Context: an optimization exercise on an open-source flow, tuned for small area, a short achievable clock period and few clock cycles. The choices shown serve that exercise and are no tape-out recipe. The RTL was checked by simulation tests, not by an equivalence proof against the original design. No activity file was given, so power comes from the tool's default toggle rates.

the baseline:
==> flow/design.v <==
module nsca_stream (
    input  wire        clk,
    input  wire        rst,         
    input  wire        cmd_valid,
    output wire        cmd_ready,
    input  wire [3:0]  cmd_op,
    input  wire [8:0]  cmd_addr,
    input  wire [7:0]  cmd_data,
    output reg         res_valid,
    output reg         res_err,
    output reg  [31:0] res_data
);
    localparam [3:0] OP_NOP      = 4'd0,
                     OP_CRC_INIT = 4'd1,
                     OP_CRC_BYTE = 4'd2,
                     OP_CRC_FIN  = 4'd3,
                     OP_KS_NEW   = 4'd4,
                     OP_KS_BYTE  = 4'd5,
                     OP_SEAL     = 4'd6,
                     OP_OPEN     = 4'd7,
                     OP_WR_IV    = 4'd8,
                     OP_WR_SEC   = 4'd9,
                     OP_KLEN0    = 4'd10,
                     OP_KLEN1    = 4'd11;
    function automatic [31:0] crc_step(input [31:0] acc, input [7:0] b);
        integer i;
        reg [31:0] x;
        begin
            x = acc ^ {24'd0, b};
            for (i = 0; i < 8; i = i + 1)
                x = x[0] ? ((x >> 1) ^ 32'hEDB88320) : (x >> 1);
            crc_step = x;
        end
    endfunction
    assign cmd_ready = 1'b1;
    reg       r_v;
    reg [3:0] r_op;
    reg [8:0] r_addr;
    reg [7:0] r_data;
    reg       r_wiv, r_wsec;
    always @(posedge clk) begin
        r_v    <= cmd_valid & ~rst;
        r_wiv  <= cmd_valid & ~rst & (cmd_op == OP_WR_IV);
        r_wsec <= cmd_valid & ~rst & (cmd_op == OP_WR_SEC);
        r_op   <= cmd_op;
        r_addr <= cmd_addr;
        r_data <= cmd_data;
    end
    reg [128*8-1:0] ivkey;
    reg [512*8-1:0] secret;
    genvar gi;
    generate
        for (gi = 0; gi < 128; gi = gi + 1) begin : g_iv
            always @(posedge clk)
                if (r_wiv && r_addr[6:0] == gi)
                    ivkey[gi*8 +: 8] <= r_data;
        end
        for (gi = 0; gi < 512; gi = gi + 1) begin : g_sec
            always @(posedge clk)
                if (r_wsec && r_addr == gi)
                    secret[gi*8 +: 8] <= r_data;
        end
    endgenerate
    reg       nz0, nz1, bad0, bad1;
    reg [6:0] last0;
    reg [8:0] last1;
    reg [6:0] kcur0;
    reg [8:0] kcur1;
    wire [9:0] klen1_w = {r_addr[1:0], r_data};
    wire       a_ks    = r_v & ((r_op == OP_KS_BYTE) | (r_op == OP_SEAL) | (r_op == OP_OPEN));
    wire       a_bad   = bad0 | bad1;
    always @(posedge clk) begin
        if (rst) begin
            nz0   <= 1'b0;
            nz1   <= 1'b0;
            bad0  <= 1'b0;
            bad1  <= 1'b0;
            last0 <= 7'd0;
            last1 <= 9'd0;
            kcur0 <= 7'd0;
            kcur1 <= 9'd0;
        end else if (r_v) begin
            case (r_op)
                OP_KS_NEW: begin
                    kcur0 <= 7'd0;
                    kcur1 <= 9'd0;
                end
                OP_KLEN0: begin
                    nz0   <= (r_data != 8'd0);
                    bad0  <= (r_data > 8'd128);
                    last0 <= r_data[6:0] - 7'd1;
                    kcur0 <= 7'd0;
                end
                OP_KLEN1: begin
                    nz1   <= (klen1_w != 10'd0);
                    bad1  <= (klen1_w > 10'd512);
                    last1 <= klen1_w[8:0] - 9'd1;
                    kcur1 <= 9'd0;
                end
                OP_KS_BYTE, OP_SEAL, OP_OPEN: begin
                    if (!a_bad) begin
                        if (nz0) kcur0 <= (kcur0 == last0) ? 7'd0 : kcur0 + 7'd1;
                        if (nz1) kcur1 <= (kcur1 == last1) ? 9'd0 : kcur1 + 9'd1;
                    end
                end
                default: ;
            endcase
        end
    end
    wire [4*8-1:0] iv_part;
    wire [8*8-1:0] sec_part;
    generate
        for (gi = 0; gi < 4; gi = gi + 1) begin : g_ivr
            wire [32*8-1:0] l0 = ivkey[gi*256 +: 256];
            wire [16*8-1:0] l1;
            wire [8*8-1:0]  l2;
            wire [4*8-1:0]  l3;
            wire [2*8-1:0]  l4;
            genvar k;
            for (k = 0; k < 16; k = k + 1) begin : m1
                assign l1[k*8 +: 8] = kcur0[0] ? l0[(2*k+1)*8 +: 8] : l0[2*k*8 +: 8];
            end
            for (k = 0; k < 8; k = k + 1) begin : m2
                assign l2[k*8 +: 8] = kcur0[1] ? l1[(2*k+1)*8 +: 8] : l1[2*k*8 +: 8];
            end
            for (k = 0; k < 4; k = k + 1) begin : m3
                assign l3[k*8 +: 8] = kcur0[2] ? l2[(2*k+1)*8 +: 8] : l2[2*k*8 +: 8];
            end
            for (k = 0; k < 2; k = k + 1) begin : m4
                assign l4[k*8 +: 8] = kcur0[3] ? l3[(2*k+1)*8 +: 8] : l3[2*k*8 +: 8];
            end
            assign iv_part[gi*8 +: 8] = kcur0[4] ? l4[15:8] : l4[7:0];
        end
        for (gi = 0; gi < 8; gi = gi + 1) begin : g_secr
            wire [64*8-1:0] l0 = secret[gi*512 +: 512];
            wire [32*8-1:0] l1;
            wire [16*8-1:0] l2;
            wire [8*8-1:0]  l3;
            wire [4*8-1:0]  l4;
            wire [2*8-1:0]  l5;
            genvar k;
            for (k = 0; k < 32; k = k + 1) begin : m1
                assign l1[k*8 +: 8] = kcur1[0] ? l0[(2*k+1)*8 +: 8] : l0[2*k*8 +: 8];
            end
            for (k = 0; k < 16; k = k + 1) begin : m2
                assign l2[k*8 +: 8] = kcur1[1] ? l1[(2*k+1)*8 +: 8] : l1[2*k*8 +: 8];
            end
            for (k = 0; k < 8; k = k + 1) begin : m3
                assign l3[k*8 +: 8] = kcur1[2] ? l2[(2*k+1)*8 +: 8] : l2[2*k*8 +: 8];
            end
            for (k = 0; k < 4; k = k + 1) begin : m4
                assign l4[k*8 +: 8] = kcur1[3] ? l3[(2*k+1)*8 +: 8] : l3[2*k*8 +: 8];
            end
            for (k = 0; k < 2; k = k + 1) begin : m5
                assign l5[k*8 +: 8] = kcur1[4] ? l4[(2*k+1)*8 +: 8] : l4[2*k*8 +: 8];
            end
            assign sec_part[gi*8 +: 8] = kcur1[5] ? l5[15:8] : l5[7:0];
        end
    endgenerate
    reg            b_v, b_ks, b_err, b_init, b_byte, b_fin, b_open;
    reg [7:0]      b_data;
    reg            b_use0, b_use1;
    reg [1:0]      b_sel0;
    reg [2:0]      b_sel1;
    reg [4*8-1:0]  b_iv;
    reg [8*8-1:0]  b_sec;
    always @(posedge clk) begin
        if (rst) begin
            b_v <= 1'b0;
        end else begin
            b_v <= r_v;
        end
        b_ks   <= a_ks;
        b_err  <= a_bad;
        b_init <= (r_op == OP_CRC_INIT);
        b_byte <= (r_op == OP_CRC_BYTE) | (((r_op == OP_SEAL) | (r_op == OP_OPEN)) & ~a_bad);
        b_fin  <= (r_op == OP_CRC_FIN);
        b_open <= (r_op == OP_OPEN);
        b_data <= r_data;
        b_use0 <= nz0;
        b_use1 <= nz1;
        b_sel0 <= kcur0[6:5];
        b_sel1 <= kcur1[8:6];
        b_iv   <= iv_part;
        b_sec  <= sec_part;
    end
    wire [7:0] k0 = b_use0 ? b_iv[b_sel0*8 +: 8]  : 8'd0;
    wire [7:0] k1 = b_use1 ? b_sec[b_sel1*8 +: 8] : 8'd0;
    wire [7:0] z  = b_data ^ k0 ^ k1;
    reg        c_v, c_res, c_err, c_init, c_byte, c_fin;
    reg [7:0]  c_z, c_b;
    always @(posedge clk) begin
        if (rst) begin
            c_v <= 1'b0;
        end else begin
            c_v <= b_v;
        end
        c_res  <= b_ks | b_fin;
        c_err  <= b_ks & b_err;
        c_init <= b_init;
        c_byte <= b_byte;
        c_fin  <= b_fin;
        c_z    <= (b_ks & ~b_err) ? z : 8'd0;
        c_b    <= b_open ? z : b_data;
    end
    reg [31:0] crc_acc;
    always @(posedge clk) begin
        if (rst) begin
            crc_acc   <= 32'hFFFFFFFF;
            res_valid <= 1'b0;
        end else begin
            res_valid <= c_v & c_res;
            if (c_v) begin
                if (c_init)
                    crc_acc <= 32'hFFFFFFFF;
                else if (c_byte)
                    crc_acc <= crc_step(crc_acc, c_b);
            end
        end
        res_err  <= c_err;
        res_data <= c_fin ? ~crc_acc : {24'd0, c_z};
    end
endmodule
==> flow/config.mk <==
export PLATFORM = sky130hd
export DESIGN_NAME = nsca_stream
export DESIGN_NICKNAME = nsca_stream
export VERILOG_FILES = /design/flow/design.v
export SDC_FILE = /design/flow/constraint.sdc
export NUM_CORES = 4
export LEC_CHECK = 0
export CAP_MARGIN = 20
export CORE_MARGIN = 2
export CORE_UTILIZATION = 40
export SLEW_MARGIN = 40
==> flow/constraint.sdc <==
create_clock -name core_clock -period 8.0 [get_ports {clk}]
set_input_delay 1.6000 -clock core_clock [delete_from_list [all_inputs] [get_ports {clk}]]
set_output_delay 1.6000 -clock core_clock [all_outputs]
set_load 0.01 [all_outputs]
run.sh (not shown) runs the stock make flow with config.mk's settings and CLKGATE_MAP_FILE= SYNTH_SCRIPT=/design/flow/synth_recipe.tcl, a recipe that flattens the netlist after the stock synthesis.
Testbench counts of the baseline, summed over its fixed seeds: cycles 47,082.
Modified inputs, the candidate compared to the baseline
diff --git a/flow/config.mk b/flow/config.mk
--- a/flow/config.mk
+++ b/flow/config.mk
@@ -9,3 +9,6 @@
 export CORE_MARGIN = 2
-export CORE_UTILIZATION = 40
+export CORE_UTILIZATION = 50
+export CTS_CLUSTER_DIAMETER = 80
+export CTS_CLUSTER_SIZE = 30
+export SETUP_SLACK_MARGIN = 4.6
 export SLEW_MARGIN = 40
[summary]
Comparing the baseline and the candidate, the lower area overhead of the layout relative to synthesis was measured on the candidate. Against the baseline, final area in the candidate came out better. Between the candidate and the baseline, it is the candidate whose via count of the first global-routing pass is lower, by 4115. Diff the baseline -> the candidate: post-layout worst setup margin saw an increase; global-route wire length before repair +0.40%; final critical-path required period shrank by 0.53 ns; clock group share of total power lower; switching component of the power fell by 2.1 mW. Summary of the comparison: count of cells along the worst register-to-register path is lower in the candidate, relative to the baseline.

-- separate check: timing with driven ports --
In the flow no input, the clock included, has a driving cell. The finished layouts below were timed again as built, in two steps.
Step 1 sets driving cells, clkbuf_16 on the clock port and buf_2 on the other inputs (assumed; they add their load-dependent delay and slew).
Step 2 also shifts input and output timing later by t, the mid clock arrival at the registers, as if the neighbouring blocks saw the same clock.
a / b / c = no drivers / after step 1 / after step 2; a / b = the first two.
run | shift t [ns] | setup WS [ns] | clock arrival spread, ns | slew at the worst register clock pin (ns) | pins driven straight from the clock port
the baseline | 1.153 | 4.069 / 4.069 / 4.069 | 0.093 / 0.093 | 0.07 / 0.07 | 1
the candidate | 1.103 | 4.603 / 4.573 / 4.603 | 0.069 / 0.069 | 0.12 / 0.12 | 1
After both steps every run listed still meets setup and hold.
